Source: an optimization exercise on an open RTL-to-GDS flow (aim: small area, a short achievable clock period and few clock cycles per item). Production flows keep margins and buffers that such runs may drop. Function was checked by simulation only, so behaviour that the tests miss may differ from the original. Power and IR drop assume default switching activity.

==> flow/design.v <==
module tfv_frontend (
    input              clk,
    input              rst,             
    input              start,           
    input              clear,           
    input      [7:0]   codec_sel,       
    input      [1:0]   transport_sel,   
    input      [31:0]  buf_len,         
    output             mem_req,
    output     [10:0]  mem_addr,
    input              mem_gnt,
    input      [7:0]   mem_rdata,
    output     [1:0]   state,           
    output     [3:0]   err_code,
    output     [7:0]   err_detail,
    output     [31:0]  err_offset,
    output     [63:0]  err_expected,
    output     [63:0]  err_actual,
    output     [15:0]  crc_result,
    output     [7:0]   rec_count,
    output     [31:0]  rec_size,
    output             dg_valid,
    output     [15:0]  dg_packet_id,
    output     [7:0]   dg_seq_id,
    output     [15:0]  dg_decl_len,
    output     [119:0] dev_id
);
    localparam [31:0] IBUF_SIZE = 32'd2048;
    localparam [1:0] ST_IDLE = 2'd0, ST_BUSY = 2'd1, ST_OK = 2'd2, ST_ERR = 2'd3;
    localparam [7:0] CODEC_C8 = 8'h08, CODEC_C8E = 8'h8E, CODEC_C16 = 8'h10;
    localparam [3:0] E_INVALID_PARAM = 4'd1, E_TOO_SHORT = 4'd2, E_LENGTH = 4'd3,
                     E_PREAMBLE = 4'd4, E_CHECKSUM = 4'd5, E_MARKER = 4'd6,
                     E_DEVID_LEN = 4'd7, E_CODEC = 4'd8, E_REC_COUNT = 4'd9;
    localparam [4:0] P_PARAM  = 5'd0,
                     S_LEN    = 5'd1,
                     S_PRE    = 5'd2,
                     S_CRC    = 5'd3,
                     S_TRL    = 5'd4,
                     D_LEN    = 5'd5,
                     D_PID    = 5'd6,
                     D_MARK   = 5'd7,
                     D_SEQ    = 5'd8,
                     D_IDL    = 5'd9,
                     D_DEV    = 5'd10,
                     SPLIT    = 5'd11,
                     SP_CID   = 5'd12,
                     SP_N1    = 5'd13,
                     SP_N2    = 5'd14,
                     SP_DIV   = 5'd15,
                     SP_REM   = 5'd16;
    reg [1:0]   st;
    reg [4:0]   step;
    reg [7:0]   codec_r;
    reg [1:0]   tr_r;
    reg [31:0]  n_r;
    reg         rd_busy;
    reg         rd_wait;
    reg         rd_crc;        
    reg         rd_dev;        
    reg [31:0]  rd_addr;
    reg [31:0]  rd_left;
    reg [31:0]  acc;           
    reg [15:0]  crc;
    reg         crc_reached;
    reg [31:0]  pbase;
    reg [31:0]  plen;
    reg [15:0]  dglen_r;
    reg [15:0]  pid_r;
    reg [7:0]   seq_r;
    reg [119:0] devid_r;
    reg [7:0]   n1_r;
    reg [31:0]  size_r;
    reg [5:0]   div_cnt;
    reg [31:0]  div_rem;
    reg [31:0]  div_quo;
    reg [3:0]   e_code;
    reg [7:0]   e_detail;
    reg [31:0]  e_off;
    reg [63:0]  e_exp;
    reg [63:0]  e_act;
    reg [15:0]  crc_next;
    integer     k;
    always @* begin
        crc_next = crc ^ {8'h00, mem_rdata};
        for (k = 0; k < 8; k = k + 1)
            crc_next = crc_next[0] ? ((crc_next >> 1) ^ 16'hA001) : (crc_next >> 1);
    end
    wire [32:0] div_sh   = {div_rem, div_quo[31]};
    wire        div_fits = div_sh >= {25'd0, n1_r};
    wire codec_ok = (codec_r == CODEC_C8) || (codec_r == CODEC_C8E) || (codec_r == CODEC_C16);
    assign mem_req  = (st == ST_BUSY) && rd_busy && !rd_wait && (rd_left != 32'd0);
    assign mem_addr = rd_addr[10:0];
    always @(posedge clk) begin
        if (rst) begin
            st          <= ST_IDLE;
            step        <= P_PARAM;
            codec_r     <= 8'd0;
            tr_r        <= 2'd0;
            n_r         <= 32'd0;
            rd_busy     <= 1'b0;
            rd_wait     <= 1'b0;
            rd_crc      <= 1'b0;
            rd_dev      <= 1'b0;
            rd_addr     <= 32'd0;
            rd_left     <= 32'd0;
            acc         <= 32'd0;
            crc         <= 16'd0;
            crc_reached <= 1'b0;
            pbase       <= 32'd0;
            plen        <= 32'd0;
            dglen_r     <= 16'd0;
            pid_r       <= 16'd0;
            seq_r       <= 8'd0;
            devid_r     <= 120'd0;
            n1_r        <= 8'd0;
            size_r      <= 32'd0;
            div_cnt     <= 6'd0;
            div_rem     <= 32'd0;
            div_quo     <= 32'd0;
            e_code      <= 4'd0;
            e_detail    <= 8'd0;
            e_off       <= 32'd0;
            e_exp       <= 64'd0;
            e_act       <= 64'd0;
        end else if (st != ST_BUSY) begin
            if (clear) begin
                st <= ST_IDLE;
            end else if (start) begin
                st          <= ST_BUSY;
                step        <= P_PARAM;
                codec_r     <= codec_sel;
                tr_r        <= transport_sel;
                n_r         <= buf_len;
                rd_busy     <= 1'b0;
                rd_wait     <= 1'b0;
                crc         <= 16'd0;
                crc_reached <= 1'b0;
                devid_r     <= 120'd0;
                size_r      <= 32'd0;
            end
        end else begin
            if (rd_busy) begin
                if (rd_wait) begin
                    acc     <= {acc[23:0], mem_rdata};
                    if (rd_crc)
                        crc <= crc_next;
                    if (rd_dev)
                        devid_r <= {devid_r[111:0], mem_rdata};
                    rd_wait <= 1'b0;
                    if (rd_left == 32'd0)
                        rd_busy <= 1'b0;
                end else if (rd_left == 32'd0) begin
                    rd_busy <= 1'b0;
                end else if (mem_gnt) begin
                    rd_wait <= 1'b1;
                    rd_addr <= rd_addr + 32'd1;
                    rd_left <= rd_left - 32'd1;
                end
            end else begin
                rd_crc <= 1'b0;
                rd_dev <= 1'b0;
                case (step)
                P_PARAM: begin
                    if (!codec_ok) begin
                        st <= ST_ERR; e_code <= E_INVALID_PARAM; e_detail <= 8'd1;
                        e_off <= 32'd0; e_exp <= 64'd0; e_act <= {56'd0, codec_r};
                    end else if (tr_r > 2'd1) begin
                        st <= ST_ERR; e_code <= E_INVALID_PARAM; e_detail <= 8'd2;
                        e_off <= 32'd0; e_exp <= 64'd0; e_act <= {62'd0, tr_r};
                    end else if (n_r > IBUF_SIZE) begin
                        st <= ST_ERR; e_code <= E_INVALID_PARAM; e_detail <= 8'd3;
                        e_off <= 32'd0; e_exp <= {32'd0, IBUF_SIZE}; e_act <= {32'd0, n_r};
                    end else if (tr_r == 2'd0) begin
                        if (n_r < 32'd8) begin
                            st <= ST_ERR; e_code <= E_TOO_SHORT; e_detail <= 8'd0;
                            e_off <= 32'd0; e_exp <= 64'd8; e_act <= {32'd0, n_r};
                        end else begin
                            rd_busy <= 1'b1; rd_addr <= 32'd4; rd_left <= 32'd4;
                            step <= S_LEN;
                        end
                    end else begin
                        if (n_r < 32'd2) begin
                            st <= ST_ERR; e_code <= E_TOO_SHORT; e_detail <= 8'd0;
                            e_off <= 32'd0; e_exp <= 64'd2; e_act <= {32'd0, n_r};
                        end else begin
                            rd_busy <= 1'b1; rd_addr <= 32'd0; rd_left <= 32'd2;
                            step <= D_LEN;
                        end
                    end
                end
                S_LEN: begin
                    if ({1'b0, acc} + 33'd12 != {1'b0, n_r}) begin
                        st <= ST_ERR; e_code <= E_LENGTH; e_detail <= 8'd0;
                        e_off <= 32'd4; e_exp <= {31'd0, {1'b0, acc} + 33'd12};
                        e_act <= {32'd0, n_r};
                    end else begin
                        rd_busy <= 1'b1; rd_addr <= 32'd0; rd_left <= 32'd4;
                        step <= S_PRE;
                    end
                end
                S_PRE: begin
                    if (acc != 32'd0) begin
                        st <= ST_ERR; e_code <= E_PREAMBLE; e_detail <= 8'd0;
                        e_off <= 32'd0; e_exp <= 64'd0; e_act <= {32'd0, acc};
                    end else begin
                        pbase   <= 32'd8;
                        plen    <= n_r - 32'd12;
                        rd_busy <= 1'b1; rd_addr <= 32'd8; rd_left <= n_r - 32'd12;
                        rd_crc  <= 1'b1;
                        step    <= S_CRC;
                    end
                end
                S_CRC: begin
                    crc_reached <= 1'b1;
                    rd_busy <= 1'b1; rd_addr <= n_r - 32'd4; rd_left <= 32'd4;
                    step    <= S_TRL;
                end
                S_TRL: begin
                    if (acc != {16'd0, crc}) begin
                        st <= ST_ERR; e_code <= E_CHECKSUM; e_detail <= 8'd0;
                        e_off <= n_r - 32'd4; e_exp <= {48'd0, crc}; e_act <= {32'd0, acc};
                    end else begin
                        step <= SPLIT;
                    end
                end
                D_LEN: begin
                    dglen_r <= acc[15:0];
                    if ({16'd0, acc[15:0]} + 32'd2 != n_r) begin
                        st <= ST_ERR; e_code <= E_LENGTH; e_detail <= 8'd0;
                        e_off <= 32'd0; e_exp <= {32'd0, {16'd0, acc[15:0]} + 32'd2};
                        e_act <= {32'd0, n_r};
                    end else if (n_r < 32'd23) begin
                        st <= ST_ERR; e_code <= E_TOO_SHORT; e_detail <= 8'd0;
                        e_off <= 32'd0; e_exp <= 64'd23; e_act <= {32'd0, n_r};
                    end else begin
                        rd_busy <= 1'b1; rd_addr <= 32'd2; rd_left <= 32'd2;
                        step <= D_PID;
                    end
                end
                D_PID: begin
                    pid_r   <= acc[15:0];
                    rd_busy <= 1'b1; rd_addr <= 32'd4; rd_left <= 32'd1;
                    step    <= D_MARK;
                end
                D_MARK: begin
                    if (acc[7:0] != 8'h01) begin
                        st <= ST_ERR; e_code <= E_MARKER; e_detail <= 8'd0;
                        e_off <= 32'd4; e_exp <= 64'd1; e_act <= {56'd0, acc[7:0]};
                    end else begin
                        rd_busy <= 1'b1; rd_addr <= 32'd5; rd_left <= 32'd1;
                        step <= D_SEQ;
                    end
                end
                D_SEQ: begin
                    seq_r   <= acc[7:0];
                    rd_busy <= 1'b1; rd_addr <= 32'd6; rd_left <= 32'd2;
                    step    <= D_IDL;
                end
                D_IDL: begin
                    if (acc[15:0] != 16'd15) begin
                        st <= ST_ERR; e_code <= E_DEVID_LEN; e_detail <= 8'd0;
                        e_off <= 32'd6; e_exp <= 64'd15; e_act <= {48'd0, acc[15:0]};
                    end else begin
                        rd_busy <= 1'b1; rd_addr <= 32'd8; rd_left <= 32'd15;
                        rd_dev  <= 1'b1;
                        step    <= D_DEV;
                    end
                end
                D_DEV: begin
                    pbase <= 32'd23;
                    plen  <= n_r - 32'd23;
                    step  <= SPLIT;
                end
                SPLIT: begin
                    if (plen < 32'd3) begin
                        st <= ST_ERR; e_code <= E_TOO_SHORT; e_detail <= 8'd0;
                        e_off <= pbase; e_exp <= 64'd3; e_act <= {32'd0, plen};
                    end else begin
                        rd_busy <= 1'b1; rd_addr <= pbase; rd_left <= 32'd1;
                        step <= SP_CID;
                    end
                end
                SP_CID: begin
                    if (acc[7:0] != codec_r) begin
                        st <= ST_ERR; e_code <= E_CODEC; e_detail <= 8'd0;
                        e_off <= pbase; e_exp <= {56'd0, codec_r}; e_act <= {56'd0, acc[7:0]};
                    end else begin
                        rd_busy <= 1'b1; rd_addr <= pbase + 32'd1; rd_left <= 32'd1;
                        step <= SP_N1;
                    end
                end
                SP_N1: begin
                    n1_r    <= acc[7:0];
                    rd_busy <= 1'b1; rd_addr <= pbase + plen - 32'd1; rd_left <= 32'd1;
                    step    <= SP_N2;
                end
                SP_N2: begin
                    if (acc[7:0] != n1_r) begin
                        st <= ST_ERR; e_code <= E_REC_COUNT; e_detail <= 8'd0;
                        e_off <= pbase + plen - 32'd1; e_exp <= {56'd0, n1_r};
                        e_act <= {56'd0, acc[7:0]};
                    end else if (n1_r == 8'd0) begin
                        if (plen != 32'd3) begin
                            st <= ST_ERR; e_code <= E_REC_COUNT; e_detail <= 8'd0;
                            e_off <= pbase + 32'd2; e_exp <= 64'd0;
                            e_act <= {32'd0, plen - 32'd3};
                        end else begin
                            size_r <= 32'd0;
                            st     <= ST_OK;
                        end
                    end else begin
                        div_rem <= 32'd0;
                        div_quo <= plen - 32'd3;
                        div_cnt <= 6'd32;
                        step    <= SP_DIV;
                    end
                end
                SP_DIV: begin
                    if (div_fits) begin
                        div_rem <= div_sh[31:0] - {24'd0, n1_r};
                        div_quo <= {div_quo[30:0], 1'b1};
                    end else begin
                        div_rem <= div_sh[31:0];
                        div_quo <= {div_quo[30:0], 1'b0};
                    end
                    div_cnt <= div_cnt - 6'd1;
                    if (div_cnt == 6'd1)
                        step <= SP_REM;
                end
                SP_REM: begin
                    if (div_rem != 32'd0) begin
                        st <= ST_ERR; e_code <= E_REC_COUNT; e_detail <= 8'd0;
                        e_off <= pbase + 32'd2; e_exp <= 64'd0; e_act <= {32'd0, div_rem};
                    end else begin
                        size_r <= div_quo;
                        st     <= ST_OK;
                    end
                end
                default: begin
                    step <= P_PARAM;
                end
                endcase
            end
        end
    end
    wire done    = (st == ST_OK) || (st == ST_ERR);
    wire ok      = (st == ST_OK);
    wire is_err  = (st == ST_ERR);
    wire dg_ok   = ok && (tr_r == 2'd1);
    assign state        = st;
    assign err_code     = is_err ? e_code   : 4'd0;
    assign err_detail   = is_err ? e_detail : 8'd0;
    assign err_offset   = is_err ? e_off    : 32'd0;
    assign err_expected = is_err ? e_exp    : 64'd0;
    assign err_actual   = is_err ? e_act    : 64'd0;
    assign crc_result   = (done && crc_reached) ? crc : 16'd0;
    assign rec_count    = ok ? n1_r   : 8'd0;
    assign rec_size     = ok ? size_r : 32'd0;
    assign dg_valid     = dg_ok;
    assign dg_packet_id = dg_ok ? pid_r   : 16'd0;
    assign dg_seq_id    = dg_ok ? seq_r   : 8'd0;
    assign dg_decl_len  = dg_ok ? dglen_r : 16'd0;
    assign dev_id       = dg_ok ? devid_r : 120'd0;
endmodule
==> flow/run.sh <==
#!/bin/bash
# synth_recipe.tcl (not shown) runs the flow's synth.tcl, then flattens the netlist and writes it again
# the make line also repeats each setting of config.mk as NAME=value (left out here)
make -C /OpenROAD-flow-scripts/flow DESIGN_CONFIG=/design/flow/config.mk WORK_HOME=/design/flow/orfs CLKGATE_MAP_FILE= SYNTH_SCRIPT=/design/flow/synth_recipe.tcl finish
==> flow/config.mk <==
export PLATFORM = sky130hd
export DESIGN_NAME = tfv_frontend
export DESIGN_NICKNAME = tfv_frontend
export VERILOG_FILES = /design/flow/design.v
export SDC_FILE = /design/flow/constraint.sdc
export NUM_CORES = 4
export LEC_CHECK = 0
export CAP_MARGIN = 20
export CORE_MARGIN = 2
export CORE_UTILIZATION = 40
export SLEW_MARGIN = 20
==> flow/constraint.sdc <==
create_clock -name core_clock -period 6.0 [get_ports {clk}]
set_input_delay 1.2000 -clock core_clock [delete_from_list [all_inputs] [get_ports {clk}]]
set_output_delay 1.2000 -clock core_clock [all_outputs]
set_load 0.01 [all_outputs]
==> results.json <==
{
  "status": "complete, no violations",
  "wire_per_inst_um": 25.9,
  "synth_mux_area_share_pct": 1.05,
  "drc_errors": 0,
  "synth_compound_area_share_pct": 20.7,
  "vias_per_cell": 6.01,
  "tns_ps": 0,
  "critPathCaptureType": "flip-flop",
  "synth_top_family_by_area": "simple AND/OR/NAND/NOR gates",
  "io_pins": 458,
  "nNetsFinal": 4972,
  "fillers": 8788,
  "leakage_nw": 15.3,
  "avgSynthCellArea_um2": 7.49,
  "cp-start-kind": "flip-flop",
  "syn_area_um2": 34800,
  "vdd_drop_max_mv": 0.314,
  "hold_viol": 0,
  "report.final.slew_viol_count": 0,
  "drive_above_1_share_pct": 7.32,
  "cts_num_sinks": 552,
  "std_cell_rows": 108,
  "synthSimpleGateAreaFrac_pct": 28.1,
  "core_um2": 86500,
  "netlist_instances": 4654,
  "synth_xor_area_share_pct": 7.69,
  "synth-seq-area-share_pct": 31.7,
  "cts_hold_buffers": 0,
  "finalCriticalPeriod_ps": 5020,
  "clk_latency_ps": 640,
  "drt-total-wl_um": 156000,
  "dp_hpwl_um": 115000,
  "via_count": 36300,
  "portBuffers": 388,
  "p_per_area_nw_per_um2": 217,
  "cap_violations": 0,
  "start_util_pct": 40.3,
  "crit_fanout": 8,
  "ys_top_cells_by_area": "dfxtp_1 32%, a21oi_1 7.2%, nand2_1 6.2%",
  "gp_congestion": 1.05,
  "cts_resized": 0,
  "dr.pass1.iters": 8,
  "track_usage_pct": 33.3,
  "synth-edff-count": 0,
  "crit_type": "reg -> reg",
  "ys.warnings.count": 1,
  "reg2reg_depth": 15,
  "cts_buffers": 68,
  "synth_top_area_cell": "dfxtp_1",
  "areaGrowthSynthToFinish_pct": 19.8,
  "final-setup-viol-count": 0,
  "grt_pass1_vias": 33768,
  "grt_start_max_net_pins": 189,
  "clock_path_buffers": 3,
  "overflow": 0,
  "ys.flop_type": "dfxtp_1",
  "fmax_mhz": 199,
  "dieArea_um2": 89500,
  "root_buffer": "clkbuf_16",
  "synth_top_area_share_pct": 31.7,
  "post_cts_buffers": 0,
  "grt_pass1_wl_um": 226000,
  "finalNonFillerCells": 6035,
  "final_antenna_net_count": 0,
  "min_path_type": "reg -> reg",
  "arrival_ps": 5530,
  "tightest_slew_ps": 1310,
  "synthArstFlopShare_pct": 0,
  "h-tree-depth": 3,
  "cts_tree": "done",
  "die_h_um": 299,
  "place_inst": 5910,
  "drt_iter0_markers": 4531,
  "finClkSkew_ps": 33.2,
  "synthMostInstantiatedCell": "nand2_1",
  "period_share_pct": 83.6,
  "synth_seq_cells": 552,
  "synth_fa_ha_area_share_pct": 3.27,
  "holdPathStages": 2,
  "die_w_um": 299,
  "clk_pin_slew_ps": 60,
  "synth_cell_types": 96,
  "max_slew_margin_pct": 11.8,
  "antenna_found_initial": 3,
  "cp.required_ps": 6520,
  "rsz0062_at_grt": "false",
  "netlist_top_cells_count": "573 x nand2_1, 552 x dfxtp_1, 504 x a21oi_1"
}
-- worst paths after layout --
check            start         to  slack (ps)
max           pbase[2]  e_off[31]         980
max reg2reg   pbase[2]  e_off[31]         980
min          size_r[9]  size_r[9]         440
min reg2reg  size_r[9]  size_r[9]         440
-- routing by layer --
| layer | global-route usage, % | wire length [um] | vias up |
|---|---|---|---|
| met1 | 41.7 | 60600 | 17398 |
| li1 | - | - | 16714 |
| met5 | 0 | 0 | - |
| met3 | 7.07 | 14200 | 395 |
| met2 | 51.9 | 69500 | 1793 |
| met4 | 21.9 | 11900 | 0 |
-- registers in the layout, summed over array words and instances (netlist names), 11 cells and up --
| register | flops |
|---|---|
| rd_left | 32 |
| rd_addr | 11 |
| e_exp | 33 |
| n_r | 32 |
| plen | 32 |
| crc | 16 |
| size_r | 32 |
| pid_r | 16 |
| div_rem | 32 |
| e_act | 32 |
| acc | 32 |
| e_off | 32 |
| devid_r | 120 |
| div_quo | 32 |
| dglen_r | 16 |
-- per-stage QoR --
step                      power (mW)  utilization (%)  hold slack (ps)  setup WS (ps)  area [um^2]
after detailed placement        4.83             45.6              441           1080        39500
after global placement          4.82             45.6              437            449        39400
final                           9.07             48.3              443            981        41700
after global routing            9.30             48.3              466            705        41700
after CTS                       9.09             48.2              449           1040        41700
after floorplan                 4.47                -              427           2110        35100
-- final cells by class --
type / instances / area (um^2) / area share, %
antenna: 1 / 2.50 / 0.00600
clock buffer: 89 / 1880 / 4.51
clock inverter: 33 / 382 / 0.914
inverter: 115 / 432 / 1.03
multi-input combinational: 3565 / 21600 / 51.6
sequential: 552 / 11100 / 26.5
tap: 1155 / 1450 / 3.46
timing repair buffer: 525 / 4980 / 11.9
-- kinds of logic after synthesis --
kind of cell / count (synthesis)
xor gates and xnor gates: 298
other: 1
buffers and inverters: 605
and+or+nand+nor: 1959
DFF: 552
muxes: 36
adders and majority gates: 90
AOI/OAI and AO/OA: 1113
-- power by group --
group / internal [mW] / leakage, nW / switching [mW]
Combinational: 0.299 / 9.70 / 0.697
Clock: 2.49 / 1.11 / 1.79
Sequential: 3.72 / 4.46 / 0.0670
Total: 6.51 / 15.3 / 2.55
-- placed cells by master, fill, tap and decap left out, types with 114 or more instances in the layout --
cell	count
dfxtp_1	549
xor2_1	114
inv_1	114
and3_1	134
clkdlybuf4s50_1	387
a21oi_1	504
nor3_1	131
buf_4	130
o21ai_0	147
nand3_1	265
and2_1	210
xnor2_1	179
nand2_1	571
nor2_1	299
-- worst max-delay path, stage by stage (launching register included) --
cell and delay (ps):
dfxtp_1 460, inv_1 200, ha_1 320, inv_1 40, ha_1 230, fa_1 440
a211oi_1 340, o2111ai_1 250, a31oi_1 260, o21ai_0 230, a2111oi_0 1000, nor3_1 230
o32ai_1 380, xor2_1 180, a22oi_1 100, a211oi_1 260
Testbench counts, summed over its fixed seeds: cycles 139,601, frames 384.

[re-timing with driven ports]
In the flow no input, the clock included, has a driving cell. The finished layout below was timed again as built, in two steps. Step 1: set_driving_cell puts a clkbuf_16 on clk and a buf_2 on each other input, an assumption about the parent block. Step 2, shift: input delay + t, output delay - t, t = (earliest + latest rising clock arrival at the registers) / 2. This alone moves slack from input paths to output paths. Slacks: ideal / step 1 / step 2; pairs: ideal / step 1.
shift t [ns]: 0.697
setup slack, ns: 0.981 / 0.981 / 0.981
cell pins on the clock port's net: 1
After both steps setup and hold are still met in this run. The setup slack of this run moves by 0.000 ns with the drivers and by 0.000 ns with both steps.
